From an optimization exercise on the open Yosys and OpenROAD flow, aimed at small area, a short achievable clock period and few clock cycles per item; shortcuts taken in it are not production practice.
At most, simulation tests tie the RTL to the original design; equivalence was not proved.
No activity file was given, so power comes from the tool's default toggle rates.

## job 6502
==> flow/design.v (excerpt) <==
module spu_adpcm_decoder (
    input  wire         clk,
    input  wire         rst,           
    input  wire         in_valid,
    output wire         in_ready,
    input  wire [4:0]   in_voice,      
    input  wire [127:0] in_block,      
    output wire         out_valid,
    input  wire         out_ready,
    output wire [15:0]  out_sample,    
    output wire [4:0]   out_voice,
    output wire [4:0]   out_index,     
    output wire [2:0]   out_flags      
);
    localparam NV = 24;
    localparam W  = 23;                
    localparam AW = 29;                
    localparam HW = 2 * W;             
    function [2*AW-1:0] csa;
        input [AW-1:0] a, b, c;
        begin
            csa[AW-1:0]    = a ^ b ^ c;
            csa[2*AW-1:AW] = ((a & b) | (a & c) | (b & c)) << 1;
        end
    endfunction
    reg [NV*HW-1:0] ring;              
    reg [4:0]       pos;               
    reg             sweep;             
    wire [4:0]      pos_n = (pos == NV - 1) ? 5'd0 : pos + 5'd1;
    reg [W-1:0]     pnd_x1, pnd_p0;
    reg             pnd_c0;
    reg [4:0]       pnd_voice;
    reg [2:0]       pnd_flags;
    reg             pnd_v;             
    wire [W-1:0]    pnd_x0 = pnd_p0 + pnd_c0;
    reg [HW-1:0]    fet;               
    reg             fet_v;
    reg             fhit;              
    wire            wb_hit  = pnd_v && (pos == pnd_voice);
    wire [HW-1:0]   head_in = sweep ? {HW{1'b0}} : (wb_hit ? {pnd_x1, pnd_x0} : ring[HW-1:0]);
    always @(posedge clk)
        ring <= {head_in, ring[NV*HW-1:HW]};
    always @(posedge clk) begin
        if (rst) begin
            pos   <= NV - 1;
            sweep <= 1'b1;
        end else begin
            pos <= pos_n;
            if (pos == NV - 2) sweep <= 1'b0;
        end
    end
    reg [111:0] b_nib;
    reg [3:0]   b_shift;
    reg [3:0]   b_filt;               
    reg [2:0]   b_flags;
    reg [4:0]   b_voice;
    reg         bfull;                
    reg         in_ready_r;
    wire in_fire = in_valid && in_ready_r;
    wire [2:0] in_f = in_block[6:4];
  ...
Size in the first run: ~3500 cells after synthesis, roughly 170 I/O pins, about 48000 um^2 of cells after synthesis.
Settings: LEC_CHECK=0, CAP_MARGIN=20, CORE_MARGIN=2, CORE_UTILIZATION=40, SLEW_MARGIN=20, TNS_END_PERCENT=5; clock period 14.5 ns.
standard.sh (not shown) runs the stock make flow with config.mk's settings and CLKGATE_MAP_FILE= SYNTH_SCRIPT=/design/flow/synth_recipe.tcl, a recipe that flattens the netlist after the stock synthesis.
==> flow/flow/run.sh <==
#!/bin/bash
# Standard ORFS layout (the standard.sh) with: timing repair aiming for
# 9.5 ns of setup slack on the design's own constraints (the clock period is
# unchanged), the smallest buffer on the ports, and a clock tree without
# dummy loads. make's full output goes to flow_standard.log here; each
# tool's own log is under orfs/logs.
set -euo pipefail
export SETUP_SLACK_MARGIN=9.5
export BUFFER_PORTS_ARGS="-buffer_cell sky130_fd_sc_hd__buf_1"
export CTS_ARGS="-sink_clustering_enable -repair_clock_nets -dont_use_dummy_load -sink_clustering_size 22 -sink_clustering_max_diameter 80 -buf_list sky130_fd_sc_hd__clkbuf_16"
bash standard.sh > flow_standard.log 2>&1
Testbench counts of job 6502, summed over its fixed seeds: cycles 35,888, blocks 1,280.
Edits applied to the flow inputs when going from job 6502 to job 9210:
Settings: TNS_END_PERCENT removed (was 5); ABC_AREA newly set to 1.
Findings:
A highest signal layer in the routed design of met5 is what job 9210 shows, while met4 belongs to job 6502.
Comparing job 9210 and job 6502, the lower number of instances in the synthesized netlist was measured on job 6502.
Against job 6502, final weighted congestion in routability-driven placement in job 9210 rose by a few percent.
The sequential standard cell area of job 9210 and that of job 6502 are within noise of each other.
Compared with job 6502, job 9210 ends up with a larger final cell area.
Summary of job 9210 over job 6502: clock power held steady; placeable core area rose 2.7%.
Changes in job 4743 relative to job 9210:
Settings: ABC_AREA no longer set, was 1.
diff --git a/flow/flow/run.sh b/flow/flow/run.sh
--- a/flow/flow/run.sh
+++ b/flow/flow/run.sh
@@ -10 +10 @@
-export CTS_ARGS="-sink_clustering_enable -repair_clock_nets -dont_use_dummy_load -sink_clustering_size 22 -sink_clustering_max_diameter 80 -buf_list sky130_fd_sc_hd__clkbuf_16"
+export CTS_ARGS="-sink_clustering_enable -repair_clock_nets -dont_use_dummy_load -sink_clustering_size 26 -sink_clustering_max_diameter 80 -buf_list sky130_fd_sc_hd__clkbuf_16"
Findings:
Looking at part of the power in combinational logic, job 4743 sits 12 points higher than job 9210 does.
Re global route total overflow: no difference whatsoever between job 9210 and job 4743.
Job 4743 vs job 9210, required time of the critical path went down by 0.05 ns.
Cell area: job 4743 < job 9210

* * *

== lane 1 ==
Another version of the RTL of spu_adpcm_decoder (not shown whole).
Size in the first run: roughly 1500 flip-flops.
make LEC_CHECK=0 ABC_CLOCK_PERIOD_IN_PS=3000 CAP_MARGIN=20 CORE_MARGIN=2 CORE_UTILIZATION=60 CTS_BUF_LIST='sky130_fd_sc_hd__clkbuf_4 sky130_fd_sc_hd__clkbuf_8' SLEW_MARGIN=20 finish   # period 14.5 ns
run.sh (not shown) runs the stock make flow with config.mk's settings and CLKGATE_MAP_FILE= SYNTH_SCRIPT=/design/flow/synth_recipe.tcl, a recipe that flattens the netlist after the stock synthesis.
Stock flow here: none of the scripts above is used.
Lane 1: full flow OK, the timing, design-rule and antenna checks passed
[inputs] lane 2 vs lane 1
# lane 1
export LEC_CHECK = 0
export ABC_CLOCK_PERIOD_IN_PS = 3000
export CAP_MARGIN = 20
export CORE_MARGIN = 2
export CORE_UTILIZATION = 60
export CTS_BUF_LIST = sky130_fd_sc_hd__clkbuf_4 sky130_fd_sc_hd__clkbuf_8
export SLEW_MARGIN = 20
create_clock -name core_clock -period 14.5 [get_ports {clk}]
# lane 2
export LEC_CHECK = 0
export CAP_MARGIN = 20
export CORE_MARGIN = 2
export CORE_UTILIZATION = 40
export SLEW_MARGIN = 20
create_clock -name core_clock -period 14.5 [get_ports {clk}]
Findings:
- As of lane 2, total routed wire length on the met1 layer had fallen by a few percent compared to lane 1.
- Share of power burned in the clock network (higher): lane 2
- Lane 1 -> lane 2: cell count increased by a little under 10%
- Against lane 1, total placed cells including tap cells in lane 2 rose by more than 10%.
Function was not checked in any run of this note: the RTL went through the layout flow alone.

* * *

The RTL this note starts from:
==> flow/design.v <==
module spu_adpcm_decoder (
    input  wire         clk,
    input  wire         rst,           
    input  wire         in_valid,
    output wire         in_ready,
    input  wire [4:0]   in_voice,      
    input  wire [127:0] in_block,      
    output wire         out_valid,
    input  wire         out_ready,
    output wire [15:0]  out_sample,    
    output wire [4:0]   out_voice,
    output wire [4:0]   out_index,     
    output wire [2:0]   out_flags      
);
    localparam NV = 24;
    localparam W  = 23;                
    localparam AW = 29;                
    localparam HW = 2 * W;             
    reg [NV*HW-1:0] ring;              
    reg [4:0]       pos;               
    reg             sweep;             
    wire [4:0]      pos_n = (pos == NV - 1) ? 5'd0 : pos + 5'd1;
    reg [HW-1:0]    pnd;               
    reg [4:0]       pnd_voice;
    reg             pnd_v;
    reg [HW-1:0]    fet;               
    reg             fet_v;
    wire            wb_hit  = pnd_v && (pos == pnd_voice);
    wire [HW-1:0]   head_in = sweep ? {HW{1'b0}} : (wb_hit ? pnd : ring[HW-1:0]);
    always @(posedge clk)
        ring <= {head_in, ring[NV*HW-1:HW]};
    always @(posedge clk) begin
        if (rst) begin
            pos   <= NV - 1;
            sweep <= 1'b1;
        end else begin
            pos <= pos_n;
            if (pos == NV - 2) sweep <= 1'b0;
        end
    end
    reg [111:0] b_nib;
    reg [3:0]   b_shift;
    reg [3:0]   b_filt;               
    reg [2:0]   b_flags;
    reg [4:0]   b_voice;
    reg         bfull;                
    reg         in_ready_r;
    wire in_fire = in_valid && in_ready_r;
    wire [2:0] in_f = in_block[6:4];
    wire [3:0] in_filt = {in_f[2], in_f == 3'd3, in_f == 3'd2, in_f == 3'd1};
    reg         cw;                    
    reg [4:0]   cidx;                  
    reg [3:0]   cn;                    
    reg [3:0]   cn2;                   
    reg [3:0]   cshift;
    reg [3:0]   cf;                    
    reg [2:0]   cflags;
    reg [4:0]   curv;                  
    reg         curv_v;
    reg [W-1:0] l0;                    
    reg         out_v;
    reg [W-1:0] out_pred;
    reg [4:0]   out_voice_r;
    reg [4:0]   out_index_r;
    reg [2:0]   out_flags_r;
    reg        nsr;
    reg        swp;
    wire       emit   = !cw && (!out_v || out_ready);
    wire       start  = nsr && (cw || emit);
    wire       swap   = start && swp;
    wire       adv    = start || (emit && cidx != 5'd27);
    wire [4:0]  ridx   = cidx + 5'd2;
    wire [3:0]  b_next = b_nib[ridx*4 +: 4];
    reg  fhit;
    function [2*AW-1:0] csa;
        input [AW-1:0] a, b, c;
        begin
            csa[AW-1:0]    = a ^ b ^ c;
            csa[2*AW-1:AW] = ((a & b) | (a & c) | (b & c)) << 1;
        end
    endfunction
    reg  [AW-1:0] q;
    wire [AW-1:0] x0 = {{(AW-W){l0[W-1]}}, l0};
    wire f1 = cf[0], f2 = cf[1], f3 = cf[2], f4 = cf[3];
    wire [AW-1:0] rA = ({AW{f1}} & (x0 << 6)) | ({AW{f2 | f3 | f4}} & (x0 << 7));
    wire [AW-1:0] rB = ({AW{f1 | f4}} & ~(x0 << 2)) | ({AW{f2}} & ~(x0 << 3)) | ({AW{f3}} & ~(x0 << 5));
    wire [AW-1:0] rC = ({AW{f2}} & ~(x0 << 2)) | ({AW{f3}} & (x0 << 1)) | ({AW{f4}} & ~(x0 << 1));
    wire [AW-1:0] rD = {AW{f2}} & ~x0;
    wire [2*AW-1:0] s1 = csa(rA, rB, rC);
    wire [2*AW-1:0] s2 = csa(s1[AW-1:0], s1[2*AW-1:AW], rD);
    wire [2*AW-1:0] s3 = csa(s2[AW-1:0], s2[2*AW-1:AW], q);
    wire [AW-1:0]   ax = s3[AW-1:0];
    wire [AW-1:0]   ay = s3[2*AW-1:AW];
    wire [AW-1:0] acc = ax + ay;
    wire          neg = acc[AW-1];
    wire [15:0]   raw = $signed({cn, 12'd0}) >>> cshift;
    wire [AW-1:0] rR  = {{(AW-22){raw[15]}}, raw, 6'd0};
    wire [2*AW-1:0] t0s = csa(ax, ay, rR);
    wire [2*AW-1:0] t1s = csa(ax, ay, rR | 63);
    wire [AW-1:0] t0 = t0s[AW-1:0] + t0s[2*AW-1:AW];
    wire [AW-1:0] t1 = t1s[AW-1:0] + t1s[2*AW-1:AW];
    wire [W-1:0]  pred = neg ? t1[W+5:6] : t0[W+5:6];
    wire [W-1:0]  qv  = swp ? fet[HW-1:W] : l0;
    wire [3:0]    qf  = nsr ? b_filt : cf;
    wire [AW-1:0] x1  = {{(AW-W){qv[W-1]}}, qv};
    wire g1 = qf[0], g2 = qf[1], g3 = qf[2], g4 = qf[3];
    wire [AW-1:0] rE = {AW{g2 | g3 | g4}} & ~(x1 << 6);
    wire [AW-1:0] rF = ({AW{g2 | g3}} & (x1 << 3)) | ({AW{g4}} & (x1 << 2));
    wire [AW-1:0] rG = ({AW{g2}} & (x1 << 2)) | ({AW{g3}} & x1);
    wire [AW-1:0] rK = 32 + (g1 ? 1 : 0) + (g2 ? 4 : 0) + (g3 ? 2 : 0) + (g4 ? 3 : 0);
    wire [2*AW-1:0] u1 = csa(rE, rF, rG);
    wire [2*AW-1:0] u2 = csa(u1[AW-1:0], u1[2*AW-1:AW], rK);
    wire [AW-1:0] q_n = u2[AW-1:0] + u2[2*AW-1:AW];
    always @(posedge clk) begin
        if (start) begin
            cidx   <= 5'd0;
            cn     <= b_nib[3:0];
            cn2    <= b_nib[7:4];
            cshift <= b_shift;
            cf     <= b_filt;
            cflags <= b_flags;
            curv   <= b_voice;
        end else if (emit && cidx != 5'd27) begin
            cidx <= cidx + 5'd1;
            cn   <= cn2;
            cn2  <= b_next;
        end
        if (adv) begin
            l0 <= swp ? fet[W-1:0] : pred;
            q  <= q_n;
        end
        if (swap && curv_v) begin
            pnd       <= {l0, pred};
            pnd_voice <= curv;
        end
        if (fhit)
            fet <= head_in;
        if (emit) begin
            out_pred    <= pred;
            out_voice_r <= curv;
            out_index_r <= cidx;
            out_flags_r <= cflags;
        end
        if (in_ready_r) begin
            b_nib   <= in_block[127:16];
            b_shift <= in_block[3:0];
            b_filt  <= in_filt;
            b_flags <= in_block[10:8];
            b_voice <= in_voice;
        end
    end
    wire bfull_n  = bfull ? !start : in_fire;
    wire cw_n     = start ? 1'b0 : (emit && cidx == 5'd27) ? 1'b1 : cw;
    wire [4:0] cidx_n = start ? 5'd0 : (emit && cidx != 5'd27) ? cidx + 5'd1 : cidx;
    wire curv_v_n = curv_v || start;
    wire [4:0] curv_n = start ? b_voice : curv;
    wire fet_v_n  = swap ? 1'b0 : (fet_v || fhit);
    always @(posedge clk) begin
        if (rst) begin
            bfull      <= 1'b0;
            cw         <= 1'b1;
            curv_v     <= 1'b0;
            fet_v      <= 1'b0;
            fhit       <= 1'b0;
            nsr        <= 1'b0;
            swp        <= 1'b0;
            pnd_v      <= 1'b0;
            out_v      <= 1'b0;
            in_ready_r <= 1'b0;
        end else begin
            bfull  <= bfull_n;
            cw     <= cw_n;
            curv_v <= curv_v_n;
            fet_v  <= fet_v_n;
            nsr    <= bfull_n && (cw_n || cidx_n == 5'd27);
            swp    <= bfull_n && (cw_n || cidx_n == 5'd27) &&
                      !(curv_v_n && (bfull ? b_voice : in_voice) == curv_n);
            fhit   <= in_valid && !in_fire && !bfull_n && !fet_v_n &&
                      !(curv_v_n && in_voice == curv_n) && (pos_n == in_voice);
            if (swap && curv_v)
                pnd_v <= 1'b1;
            else if (wb_hit && !sweep)
                pnd_v <= 1'b0;
            if (emit)
                out_v <= 1'b1;
            else if (out_ready)
                out_v <= 1'b0;
            in_ready_r <= in_valid && !in_fire && !bfull_n &&
                          (cw_n || cidx_n == 5'd26 || cidx_n == 5'd27) &&
                          ((curv_v_n && in_voice == curv_n) || fet_v_n);
        end
    end
    wire in_range = (out_pred[W-1:15] == {(W-15){1'b0}}) || (out_pred[W-1:15] == {(W-15){1'b1}});
    assign in_ready   = in_ready_r;
    assign out_valid  = out_v;
    assign out_sample = in_range ? out_pred[15:0] : (out_pred[W-1] ? 16'h8000 : 16'h7fff);
    assign out_voice  = out_voice_r;
    assign out_index  = out_index_r;
    assign out_flags  = out_flags_r;
endmodule
==> flow/config.mk <==
export PLATFORM = sky130hd
export DESIGN_NAME = spu_adpcm_decoder
export DESIGN_NICKNAME = spu_adpcm_decoder
export VERILOG_FILES = /design/flow/design.v
export SDC_FILE = /design/flow/constraint.sdc
export NUM_CORES = 4
export LEC_CHECK = 0
export CAP_MARGIN = 20
export CORE_MARGIN = 2
export CORE_UTILIZATION = 40
export SLEW_MARGIN = 20
==> flow/constraint.sdc <==
create_clock -name core_clock -period 14.5 [get_ports {clk}]
set_input_delay 2.9000 -clock core_clock [delete_from_list [all_inputs] [get_ports {clk}]]
set_output_delay 2.9000 -clock core_clock [all_outputs]
set_load 0.01 [all_outputs]
standard.sh (not shown) runs the stock make flow with config.mk's settings and CLKGATE_MAP_FILE= SYNTH_SCRIPT=/design/flow/synth_recipe.tcl, a recipe that flattens the netlist after the stock synthesis.
==> flow/flow/run.sh <==
#!/bin/bash
# Standard ORFS layout (the standard.sh) with: timing repair aiming for
# 9 ns of setup slack on the design's own constraints (the clock period is
# unchanged), the smallest buffer on the ports, and a clock tree without
# dummy loads. make's full output goes to flow_standard.log here; each
# tool's own log is under orfs/logs.
set -euo pipefail
export SETUP_SLACK_MARGIN=9
export BUFFER_PORTS_ARGS="-buffer_cell sky130_fd_sc_hd__buf_1"
export CTS_ARGS="-sink_clustering_enable -repair_clock_nets -dont_use_dummy_load -sink_clustering_size 22 -sink_clustering_max_diameter 80 -buf_list sky130_fd_sc_hd__clkbuf_16"
bash standard.sh > flow_standard.log 2>&1
The starting point ran to the end with no violations.
Testbench counts at the start, summed over its fixed seeds: cycles 35,880, blocks 1,280.
Rerun with:
==> flow/flow/run.sh (replaced) <==
#!/bin/bash
# Standard ORFS layout; timing repair aims for a setup slack of 9 ns on
# the design's own constraints (the period is unchanged).
set -euo pipefail
export SETUP_SLACK_MARGIN=9
bash standard.sh > flow_standard.log 2>&1
- The changed run went through all stages and came out clean
- setup slack is worse by 0.0050 ns
- combinational power climbs by a few percent
- power is higher by about a fifth
- flip-flop and latch count stays the same
- routed wire length goes up by a few percent
- hold slack is better by 0.041 ns
- non-clock buffer count drops by 8
- die area stays the same
- via count climbs by a few percent
Rerun with:
==> flow/flow/run.sh (replaced) <==
#!/bin/bash
# Standard ORFS layout with: timing repair aiming for 9 ns of setup slack on
# the design's own constraints (the period is unchanged), the smallest
# buffer on the ports, and no dummy loads in the clock tree.
set -euo pipefail
export SETUP_SLACK_MARGIN=9
export BUFFER_PORTS_ARGS="-buffer_cell sky130_fd_sc_hd__buf_1"
export CTS_ARGS="-sink_clustering_enable -repair_clock_nets -dont_use_dummy_load"
bash standard.sh > flow_standard.log 2>&1
After rerunning: The changed run completed without violations. Hold slack got worse by 0.022 ns. Via count drops by 0.59%. Core utilization drops by 1.9 points. Global-route usage drops by 0.24 points. Critical path depth drops by 3.

port drivers added, routing unchanged:
The flow's constraints put no driver on any port. The routed layouts listed below were extracted and timed again, unchanged, in two steps.
Step 1, drivers: a clkbuf_16 drives clk and a buf_2 each remaining input, both assumed.
Step 2 adds t to the input delays and takes it off the output delays; t is the mean of the earliest and latest rising clock arrival at the registers after step 1. Input paths then give back, and output paths get back, about the clock's delay inside the block.
a / b / c = ideal / step 1 / step 2; a / b = the first two.
run | t, ns | setup WS [ns] | slew at the worst register clock pin (ns)
job 6502 | 0.715 | 9.015 / 9.015 / 9.015 | 0.09 / 0.09
job 9210 | 0.712 | 9.642 / 9.642 / 9.588 | 0.09 / 0.09
job 4743 | 0.693 | 9.154 / 9.154 / 9.154 | 0.10 / 0.10
lane 1 | 0.875 | 6.515 / 6.515 / 6.515 | 0.08 / 0.08
lane 2 | 0.780 | 6.642 / 6.642 / 6.642 | 0.07 / 0.07
the first run of note 3 | 0.686 | 8.286 / 8.286 / 8.286 | 0.09 / 0.09
the second run of note 3 | 0.780 | 8.281 / 8.281 / 8.281 | 0.07 / 0.07
the third run of note 3 | 0.757 | 8.237 / 8.237 / 8.237 | 0.07 / 0.07
After both steps setup and hold are still met in every run listed. The setup slack of job 9210, which loses most, moves by 0.000 ns with the drivers and by -0.054 ns with both steps.
